What follows belongs to an exercise in optimizing a design on an open flow for small area, a short achievable clock period and few clock cycles per item; a production flow would make more cautious choices. In this exercise RTL edits were held to simulation tests only and were not proved equivalent to the original.

## flow/design.v (module list and top-level ports; edited modules follow where they fit)
// module modmul256: 6428 lines
module modmul256 (
    input  wire         clk,
    input  wire         rst,
    input  wire         in_valid,
    output wire         in_ready,
    input  wire [255:0] in_a,
    input  wire [255:0] in_b,
    input  wire [255:0] in_m,
    input  wire [1:0]   in_ms,
    output wire         out_valid,
    output wire [255:0] out_r,
    output wire         out_err
);
  // ...
==> flow/run.sh <==
#!/bin/bash
# synth_recipe.tcl (not shown) runs the flow's synth.tcl, then flattens the netlist and writes it again
# the make line also repeats each setting of config.mk as NAME=value (left out here)
make -C /OpenROAD-flow-scripts/flow DESIGN_CONFIG=/design/flow/config.mk WORK_HOME=/design/flow/orfs CLKGATE_MAP_FILE= SYNTH_SCRIPT=/design/flow/synth_recipe.tcl finish
==> flow/config.mk <==
export PLATFORM = sky130hd
export DESIGN_NAME = modmul256
export DESIGN_NICKNAME = modmul256
export VERILOG_FILES = /design/flow/design.v
export SDC_FILE = /design/flow/constraint.sdc
export NUM_CORES = 4
export LEC_CHECK = 0
export CAP_MARGIN = 20
export CELL_PAD_IN_SITES_DETAIL_PLACEMENT = 1
export CELL_PAD_IN_SITES_GLOBAL_PLACEMENT = 2
export CORE_MARGIN = 2
export CORE_UTILIZATION = 35
export PLACE_DENSITY = 0.5
export SLEW_MARGIN = 50
==> flow/constraint.sdc <==
create_clock -name core_clock -period 20.0 [get_ports {clk}]
set_input_delay 4.0000 -clock core_clock [delete_from_list [all_inputs] [get_ports {clk}]]
set_output_delay 4.0000 -clock core_clock [all_outputs]
set_load 0.01 [all_outputs]
==> impl_metrics.py, run 1 <==
metrics = {
    "setup_path": {
        "r2r_slack_ns": 11.66,
        "required_ns": 20.90,
        "worstSetupPathType": "flop to flop",
        "cp-end-kind": "flop",
    },
    "routing": {
        "drc": 0,
        "ant_nets": 0,
        "vias": 230000,
        "routedWlPerCell_um": 38.6,
        "wirelength_mm": 1480,
        "drt-initial-drc-count": 27400,
    },
    "timing": {
        "min_period_ns": 8.34,
        "worst_slew_margin_rel_pct": 37.8,
        "fin_worst_skew_ns": 0.0858,
        "grt_setup_unrepaired": "false",
        "finalSetupTns_ns": 0,
        "fmax_ghz": 0.120,
    },
    "cts": {
        "cts_setup_buffers": 0,
        "cts.path.max_buffers": 4,
    },
    "global_route": {
        "grt_pass1_wl_mm": 1990,
        "met2_usage_pct": 48.1,
        "met3_usage_pct": 22.3,
        "grt_pass1_vias": 233000,
        "busiest_layer": "met1",
        "antenna_found_initial": 174,
    },
    "min_path": {
        "hp-start": "D[2]",
        "hold_depth": 2,
    },
    "cells_and_area": {
        "fillers": 82600,
        "final_common_cell": "inv_1",
        "nNetsFinal": 32700,
        "largest_cell_class": "multi-input combinational cells",
        "multi_input_area_mm2": 0.177,
    },
    "floorplanning": {
        "io_pins": 1032,
        "taps": 9796,
    },
    "yosys": {
        "yosys.area_share.xor_xnor_pct": 10.6,
        "synth_area_leaders": "fa_1 22%, edfxtp_1 18%, xnor2_1 8.6%, ha_1 5.3%, inv_1 4.9%",
        "ys_async_sr_fraction_pct": 0,
        "syn_area_mm2": 0.257,
        "synth-seq-area-share_pct": 22.8,
        "synthMuxAreaShare_pct": 1.66,
        "synth_top_family_by_area": "adder cells",
        "synth_top_area_share_pct": 22.1,
    },
    "placement": {
        "dp_cells": 37400,
    },
    "outcome": {
        "outcome": "timing/DRC/antenna clean",
    },
}
Testbench counts, summed over its fixed seeds: cycles 7,079, items 192.
==> run 2: changes to the inputs <==
--- a/flow/design.v
+++ b/flow/design.v
@@ -29,19 +29,23 @@
     reg [1:0]   ost;
     reg [8:0]   ocnt;
     reg         oph, bq;     
     reg [268:0] R, D;
     reg         ovalid, oerr;
     wire rnd = ms[1];
     wire [255:0] m_eff = rnd ? M : (ms[0] ? N : P);
     wire [255:0] e_eff = rnd ? E : (ms[0] ? EN : EP);
-    wire [10:0] hp = (S[268:258] ^ C[268:258]) & {11{~first}};
-    wire [10:0] hg = (S[268:258] & C[268:258]) & {11{~first}};
+    wire [10:0] hp = S[268:258] ^ C[268:258];
+    wire [10:0] hg = S[268:258] & C[268:258];
+    wire hfirst = (st == S_MAIN) & (cnt == 5'd0);    
     wire [6:0] ht;
+    localparam [31:0] HT_NEG = 32'hec93c812;
+    localparam [31:0] HT_ONE = 32'h25a55a5a;
+    localparam [31:0] HT_TWO = 32'h48128124;
     assign ht[0] = 1'b0;
     wire [257:0] slo = first ? {2'd0, A & {256{B[255]}}} : S[257:0];
     wire [257:0] clo = first ? 258'd0 : C[257:0];
     wire [5:0] cor = first ? 6'd0 : CR;
     wire [8:0] bx = B[255:247];
     wire [3:0] nga, sa1, sa2;
     wire [5:0] ngh, sh1, sh2;
     wire [256:0] a1 = {1'b0, A}, a2 = {A, 1'b0};
@@ -57,52 +61,47 @@
     assign nga[2] = bx[6] & ~(bx[5] & bx[4]);
     assign sa1[2] = bx[5] ^ bx[4];
     assign sa2[2] = (bx[6] & ~bx[5] & ~bx[4]) | (~bx[6] & bx[5] & bx[4]);
     wire [256:0] pa2 = (({257{sa1[2]}} & a1) | ({257{sa2[2]}} & a2)) ^ {257{nga[2]}};
     assign nga[3] = bx[8] & ~(bx[7] & bx[6]);
     assign sa1[3] = bx[7] ^ bx[6];
     assign sa2[3] = (bx[8] & ~bx[7] & ~bx[6]) | (~bx[8] & bx[7] & bx[6]);
     wire [256:0] pa3 = (({257{sa1[3]}} & a1) | ({257{sa2[3]}} & a2)) ^ {257{nga[3]}};
-    wire [2:0] hy0 = {2'b0, hp[0]} + {1'b0, hp[1], 1'b0} + {2'b0, 1'b0} + {1'b0, hg[0], 1'b0};
     assign ht[1] = hp[1] | hg[0] | (hp[0] & 1'b0);
-    wire [2:0] hv0 = hy0 + {2'b0, ht[0]};    
-    assign ngh[0] = ht[1] ? (hv0 >= 3'd5) : (hv0 != 3'd0);
-    assign sh1[0] = ht[1] ? ((hv0 == 3'd3) | (hv0 == 3'd5)) : (hv0 == 3'd1);
-    assign sh2[0] = ht[1] ? ((hv0 == 3'd2) | (hv0 == 3'd6)) : (hv0 == 3'd2);
+    wire [4:0] hi0 = {ht[0], hg[0], 1'b0, hp[1], hp[0]};
+    assign ngh[0] = HT_NEG[hi0] & ~hfirst;
+    assign sh1[0] = HT_ONE[hi0] & ~hfirst;
+    assign sh2[0] = HT_TWO[hi0] & ~hfirst;
     wire [256:0] ph0 = (({257{sh1[0]}} & e1) | ({257{sh2[0]}} & e2)) ^ {257{ngh[0]}};
-    wire [2:0] hy1 = {2'b0, hp[2]} + {1'b0, hp[3], 1'b0} + {2'b0, hg[1]} + {1'b0, hg[2], 1'b0};
     assign ht[2] = hp[3] | hg[2] | (hp[2] & hg[1]);
-    wire [2:0] hv1 = hy1 + {2'b0, ht[1]};    
-    assign ngh[1] = ht[2] ? (hv1 >= 3'd5) : (hv1 != 3'd0);
-    assign sh1[1] = ht[2] ? ((hv1 == 3'd3) | (hv1 == 3'd5)) : (hv1 == 3'd1);
-    assign sh2[1] = ht[2] ? ((hv1 == 3'd2) | (hv1 == 3'd6)) : (hv1 == 3'd2);
+    wire [4:0] hi1 = {ht[1], hg[2], hg[1], hp[3], hp[2]};
+    assign ngh[1] = HT_NEG[hi1] & ~hfirst;
+    assign sh1[1] = HT_ONE[hi1] & ~hfirst;
+    assign sh2[1] = HT_TWO[hi1] & ~hfirst;
     wire [256:0] ph1 = (({257{sh1[1]}} & e1) | ({257{sh2[1]}} & e2)) ^ {257{ngh[1]}};
-    wire [2:0] hy2 = {2'b0, hp[4]} + {1'b0, hp[5], 1'b0} + {2'b0, hg[3]} + {1'b0, hg[4], 1'b0};
     assign ht[3] = hp[5] | hg[4] | (hp[4] & hg[3]);
-    wire [2:0] hv2 = hy2 + {2'b0, ht[2]};    
-    assign ngh[2] = ht[3] ? (hv2 >= 3'd5) : (hv2 != 3'd0);
-    assign sh1[2] = ht[3] ? ((hv2 == 3'd3) | (hv2 == 3'd5)) : (hv2 == 3'd1);
-    assign sh2[2] = ht[3] ? ((hv2 == 3'd2) | (hv2 == 3'd6)) : (hv2 == 3'd2);
+    wire [4:0] hi2 = {ht[2], hg[4], hg[3], hp[5], hp[4]};
+    assign ngh[2] = HT_NEG[hi2] & ~hfirst;
+    assign sh1[2] = HT_ONE[hi2] & ~hfirst;
+    assign sh2[2] = HT_TWO[hi2] & ~hfirst;
     wire [256:0] ph2 = (({257{sh1[2]}} & e1) | ({257{sh2[2]}} & e2)) ^ {257{ngh[2]}};
-    wire [2:0] hy3 = {2'b0, hp[6]} + {1'b0, hp[7], 1'b0} + {2'b0, hg[5]} + {1'b0, hg[6], 1'b0};
     assign ht[4] = hp[7] | hg[6] | (hp[6] & hg[5]);
-    wire [2:0] hv3 = hy3 + {2'b0, ht[3]};    
-    assign ngh[3] = ht[4] ? (hv3 >= 3'd5) : (hv3 != 3'd0);
-    assign sh1[3] = ht[4] ? ((hv3 == 3'd3) | (hv3 == 3'd5)) : (hv3 == 3'd1);
-    assign sh2[3] = ht[4] ? ((hv3 == 3'd2) | (hv3 == 3'd6)) : (hv3 == 3'd2);
+    wire [4:0] hi3 = {ht[3], hg[6], hg[5], hp[7], hp[6]};
+    assign ngh[3] = HT_NEG[hi3] & ~hfirst;
+    assign sh1[3] = HT_ONE[hi3] & ~hfirst;
+    assign sh2[3] = HT_TWO[hi3] & ~hfirst;
     wire [256:0] ph3 = (({257{sh1[3]}} & e1) | ({257{sh2[3]}} & e2)) ^ {257{ngh[3]}};
-    wire [2:0] hy4 = {2'b0, hp[8]} + {1'b0, hp[9], 1'b0} + {2'b0, hg[7]} + {1'b0, hg[8], 1'b0};
     assign ht[5] = hp[9] | hg[8] | (hp[8] & hg[7]);
-    wire [2:0] hv4 = hy4 + {2'b0, ht[4]};    
-    assign ngh[4] = ht[5] ? (hv4 >= 3'd5) : (hv4 != 3'd0);
-    assign sh1[4] = ht[5] ? ((hv4 == 3'd3) | (hv4 == 3'd5)) : (hv4 == 3'd1);
-    assign sh2[4] = ht[5] ? ((hv4 == 3'd2) | (hv4 == 3'd6)) : (hv4 == 3'd2);
+    wire [4:0] hi4 = {ht[4], hg[8], hg[7], hp[9], hp[8]};
+    assign ngh[4] = HT_NEG[hi4] & ~hfirst;
+    assign sh1[4] = HT_ONE[hi4] & ~hfirst;
+    assign sh2[4] = HT_TWO[hi4] & ~hfirst;
     wire [256:0] ph4 = (({257{sh1[4]}} & e1) | ({257{sh2[4]}} & e2)) ^ {257{ngh[4]}};
-    assign ngh[5] = hp[10] ^ hg[9] ^ ht[5];
+    assign ngh[5] = (hp[10] ^ hg[9] ^ ht[5]) & ~hfirst;
     assign sh1[5] = ngh[5];
     assign sh2[5] = 1'b0;
     wire [256:0] ph5 = (({257{sh1[5]}} & e1) | ({257{sh2[5]}} & e2)) ^ {257{ngh[5]}};
     wire [268:0] ns, nc;
     wire hs0 = nga[0] ^ pa0[0];
     wire hc0 = nga[0] & pa0[0];
     wire hs1 = pa0[1] ^ hc0;
     wire hc1 = pa0[1] & hc0;
@@ -6298,56 +6297,62 @@
     wire [257:0] e_sub = {1'b0, e_x2} - {2'b0, M};
     wire [255:0] e_nxt = e_sub[257] ? e_x2[255:0] : e_sub[255:0];
     wire m_zero = (M == 256'd0);
     wire last  = (cnt == 5'd31);
     wire s_ok  = (sh <= 8'd1);
     wire [9:0] o_left = (ost == O_LOAD) ? {ocnt, 1'b1} :
                         (ost == O_RED)  ? {ocnt, 1'b0} - {9'd0, oph} : 10'd0;
     wire o_ok  = (o_left <= 10'd30);
-    reg rdy;
+    reg rdy;       
+    reg ld;        
     assign in_ready = rdy;
     wire accept = in_valid & rdy;
     wire rdy_nxt = ((st == S_MAIN) & (cnt == 5'd30) & s_ok) |
                    ((st == S_IDLE) & ~accept) | ((st == S_MAIN) & last & ~accept) |
                    ((st == S_ERR) & (ost == O_IDLE));
+    wire ld_nxt = ((st == S_MAIN) & (cnt == 5'd30)) |
+                  ((st == S_IDLE) & ~accept) | ((st == S_MAIN) & last & ~accept) |
+                  ((st == S_ERR) & (ost == O_IDLE));
     always @(posedge clk) begin
         S <= ns;
         C <= nc;
         CR <= ngh;
     end
     always @(posedge clk) begin
-        if (rdy) begin
+        if (ld) begin
             A  <= in_a;
             B  <= in_b;
             M  <= in_m;
             ms <= in_ms;
         end else if (st == S_MAIN) begin
             B <= {B[247:0], 8'd0};
         end else if (st == S_PRE && !m_zero && !M[255]) begin
             M <= {M[254:0], 1'b0};
         end
-        if (rdy)
+        if (ld)
             sh <= 8'd0;
         else if (st == S_PRE && !m_zero && !M[255])
             sh <= sh + 8'd1;
         if (st == S_PRE)
             E <= {M[254:0], 1'b0};
         else if (st == S_CHAIN)
             E <= e_nxt;
     end
     always @(posedge clk) begin
         if (rst) begin
             st    <= S_IDLE;
             cnt   <= 5'd0;
             first <= 1'b0;
             rdy   <= 1'b1;
+            ld    <= 1'b1;
         end else begin
             first <= 1'b0;
             rdy   <= rdy_nxt;
+            ld    <= ld_nxt;
             case (st)
                 S_IDLE: if (accept) begin
                     cnt <= 5'd0;
                     if (in_ms[1]) st <= S_PRE;
                     else if (o_ok) begin st <= S_MAIN; first <= 1'b1; end
                     else st <= S_WAIT;
                 end
                 S_PRE: begin
==> flow/config.mk (replaced) <==
export PLATFORM = sky130hd
export DESIGN_NAME = modmul256
export DESIGN_NICKNAME = modmul256
export VERILOG_FILES = /design/flow/design.v
export SDC_FILE = /design/flow/constraint.sdc
export NUM_CORES = 4
export LEC_CHECK = 0
export CAP_MARGIN = 30
export CELL_PAD_IN_SITES_DETAIL_PLACEMENT = 1
export CELL_PAD_IN_SITES_GLOBAL_PLACEMENT = 2
export CORE_MARGIN = 2
export CORE_UTILIZATION = 35
export PLACE_DENSITY = 0.5
export SLEW_MARGIN = 65
==> impl_metrics.py, run 2 <==
metrics = {
    "cells_and_area": {
        "final_common_cell": "inv_1",
        "fin_cells": 40000,
        "largestRegisters": "C x269, D x269, R x269",
        "final_cell_mix": "3464 x inv_1, 2831 x fa_1, 2278 x a21oi_1",
        "drive_above_1_share_pct": 10.6,
        "syn2layout_area_growth_pct": 17.1,
        "nNetsFinal": 34400,
    },
    "yosys": {
        "synth_cell_types": 99,
        "synth_area_leaders": "fa_1 22%, edfxtp_1 18%, xnor2_1 7.7%, ha_1 5.2%, inv_1 5.1%",
        "synth_most_common_cell": "inv_1",
        "synth_compound_area_share_pct": 19.9,
        "yosysWarnings": 1,
        "syn_area_mm2": 0.260,
        "avgSynthCellArea_um2": 8.86,
        "synth-seq-area-share_pct": 22.5,
        "ys_async_sr_fraction_pct": 0,
        "synth_nets": 34100,
        "synth_fa_ha_area_share_pct": 27.0,
        "synthSimpleGateAreaFrac_pct": 10.1,
        "synth_top_family_by_area": "adder cells",
        "synth_top_area_share_pct": 21.8,
        "synth_edf_count": 1559,
        "synthTopCellsByCount": "3560 x inv_1, 2833 x fa_1, 2390 x a21oi_1",
        "synthMuxAreaShare_pct": 1.25,
        "yosys.area_share.xor_xnor_pct": 9.94,
        "synthCells": 29400,
        "synth_ff_type": "edfxtp_1",
        "ys_seq_elements": 2141,
        "synth_area_leader_cell": "fa_1",
    },
    "cts": {
        "cts_tree": "yes",
        "cts_buffers": 307,
        "clock_latency_ns": 1.09,
        "cts.sink_count": 2141,
        "cts_root_buffer": "clkbuf_16",
        "clk_pin_slew_worst_paths_ns": 0.06,
        "cts_setup_buffers": 0,
        "htreeDepth": 5,
        "post_cts_resized": 0,
        "cts.path.max_buffers": 4,
        "hold_buffers": 0,
    },
    "placement": {
        "hpwl_mm": 1280,
        "gp_congestion": 1.04,
        "dp_cells": 39100,
        "preCtsSetupSlack_ns": 13.05,
        "numPortBuffers": 1031,
    },
    "setup_path": {
        "r2r_slack_ns": 12.82,
        "worstPathMaxFanout": 6,
        "worstSetupPathType": "flop to flop",
        "worst_path_max_delay_cell": "fa_1",
        "required_ns": 20.76,
        "r2r-end": "R[245]",
        "critPathBufInv": 2,
        "r2r_cells": 19,
        "startpoint_type": "flop",
        "cp_top_family": "compound AO/OA/AOI/OAI gates",
        "cpPeakStageDelay_ns": 0.58,
        "arrival_ns": 7.94,
        "r2r-start": "D[41]",
        "cp-end-kind": "flop",
        "cp_cell_sequence": "fa_1, ha_1, nand2_1, nor2_1, nand2_1, nor2_1, nand3_1, o41ai_2, buf_4, a41oi_4, o21a_2, o31ai_4, a21o_2, a21o_1, a21o_1, a21oi_1, xor2_1, buf_4, a21oi_1",
    },
    "timing": {
        "worst_slew_margin_rel_pct": 59.5,
        "finalCritPeriodShare_pct": 35.9,
        "fmax_ghz": 0.139,
        "finalSetupViolations": 0,
        "setup_ws_ns": 12.82,
        "max_slew.worst_pin.slew_ns": 0.607,
        "min_period_ns": 7.18,
        "fin_worst_skew_ns": 0.123,
        "slew_viol_final": 0,
        "grt_setup_unrepaired": "false",
        "hold_viol_final": 0,
        "finalSetupTns_ns": 0,
    },
    "floorplanning": {
        "dieWidth_um": 866,
        "die_area_mm2": 0.751,
        "core_area_mm2": 0.741,
        "die_y_um": 866,
        "rows": 316,
        "start_util_pct": 35.1,
        "io_pins": 1032,
    },
    "min_path": {
        "hold-path-endpoint": "D[8]",
        "hold_depth": 2,
        "worstHoldPathType": "flop to flop",
        "hp-start": "D[9]",
    },
    "routing": {
        "vias": 243000,
        "wirelength_mm": 1530,
        "drt-initial-drc-count": 30700,
        "ant_nets": 0,
        "drc": 0,
        "via_per_inst": 6.08,
        "dr.pass1.iters": 8,
        "routedWlPerCell_um": 38.2,
    },
    "global_route": {
        "antenna_found_initial": 250,
        "grt_overflow": 0,
        "track_usage_pct": 39.3,
        "grt_max_degree": 104,
        "grt_pass1_vias": 245000,
        "grt_pass1_wl_mm": 2070,
    },
    "job": {
        "cap_violations": 0,
    },
    "outcome": {
        "outcome": "timing/DRC/antenna clean",
    },
}
[run 2: changes by cell type in the layout (fill, tap and decap cells not counted), sizes merged, moves of 86 or more]
cell	previous run	this run
buf	813	1551
nand2	1639	2132
o21ai	1486	1737
xnor2	2529	2281
a21oi	2194	2391
a22o	1	191
inv	3417	3578
o22ai	790	638
and3	35	156
a221oi	736	616
mux2i	143	37
xor2	569	674
nor2	1329	1415
o31ai	78	164
[run 2: logic make-up after synthesis]
| kind of cell | count (synthesis) |
|---|---|
| AO/OA/AOI/OAI | 8226 |
| XOR/XNOR | 2955 |
| adder cells (fa/ha/maj) | 3925 |
| buffers and inverters | 6172 |
| flip-flops | 2141 |
| multiplexers | 291 |
| AND/OR/NAND/NOR | 5683 |
[run 2: per-layer routing]
| metal | routed length (µm) | share of wire, % | track usage (%) | vias to the layer above |
|---|---|---|---|---|
| met3 | 221000 | 14 | 18.6 | 1712 |
| met4 | 54600 | 3.6 | 11.4 | 120 |
| met2 | 579000 | 38 | 51.8 | 13000 |
| met5 | 877 | 0.057 | 0.0826 | - |
| li1 | - | - | - | 101000 |
| met1 | 670000 | 44 | 56.3 | 127000 |
[run 2: how the worst max path moves through the flow]
stage / startpoint / endpoint / slack, ns / cells past startpoint
after floorplan: ost[1] / R[0] / 6.09 / 5
after global placement: st[2] / C[197] / 11.51 / 17
after detailed placement: B[247] / C[98] / 13.05 / 16
after CTS: B[247] / C[98] / 12.99 / 16
after global routing: B[247] / C[99] / 12.74 / 16
final: D[41] / R[245] / 12.82 / 19
[run 2: per-stage QoR]
stage               util, %  hold slack, ns  cell area [µm²]
floorplan                 -           0.441           260000
global placement       37.5           0.454           278000
detailed placement     39.5           0.467           292000
CTS                    40.8           0.471           303000
global route           41.1           0.498           305000
finish                 41.1           0.452           305000
[run 2: area by class of cell]
type	count	area (µm²)
antenna	184	460
clock buffer	383	8280
clock inverter	175	1900
fill	84100	436000
inverter	3566	13400
multi-input combinational	21100	183000
sequential	2141	58500
tap	9858	12300
timing repair buffer	2594	26600
[run 2: worst register-to-register path, delay by kind of cell (launching register included)]
family / cells / cell delay, ns
AO/OA/AOI/OAI: 9 / 2.94
XOR/XNOR: 1 / 0.48
adder cells (fa/ha/maj): 2 / 1.07
buffers and inverters: 2 / 0.66
flip-flops: 1 / 0.56
AND/OR/NAND/NOR: 5 / 1.17
Testbench counts of run 2, summed over its fixed seeds: cycles 7,079, items 192.

static timing again, ports no longer ideal:
The flow's constraints put no driver on any port. The routed layouts listed below were extracted and timed again, unchanged, in two steps.
Step 1 (the two cells are an assumption about what drives the block):
set clk [get_ports {clk}]
set_driving_cell -lib_cell sky130_fd_sc_hd__clkbuf_16 $clk
set_driving_cell -lib_cell sky130_fd_sc_hd__buf_2 [delete_from_list [all_inputs] $clk]
Step 2 adds t to the input delays and takes it off the output delays; t is the mean of the earliest and latest rising clock arrival at the registers after step 1. Input paths then give back, and output paths get back, about the clock's delay inside the block.
Slacks: ideal / step 1 / step 2; pairs: ideal / step 1.
| run | t (ns) | setup WS [ns] | slew at the worst register clock pin (ns) |
|---|---|---|---|
| run 1 | 1.171 | 11.661 / 11.661 / 11.661 | 0.08 / 0.08 |
| run 2 | 1.175 | 12.822 / 12.822 / 12.822 | 0.07 / 0.07 |
After both steps setup and hold are still met in every run listed.
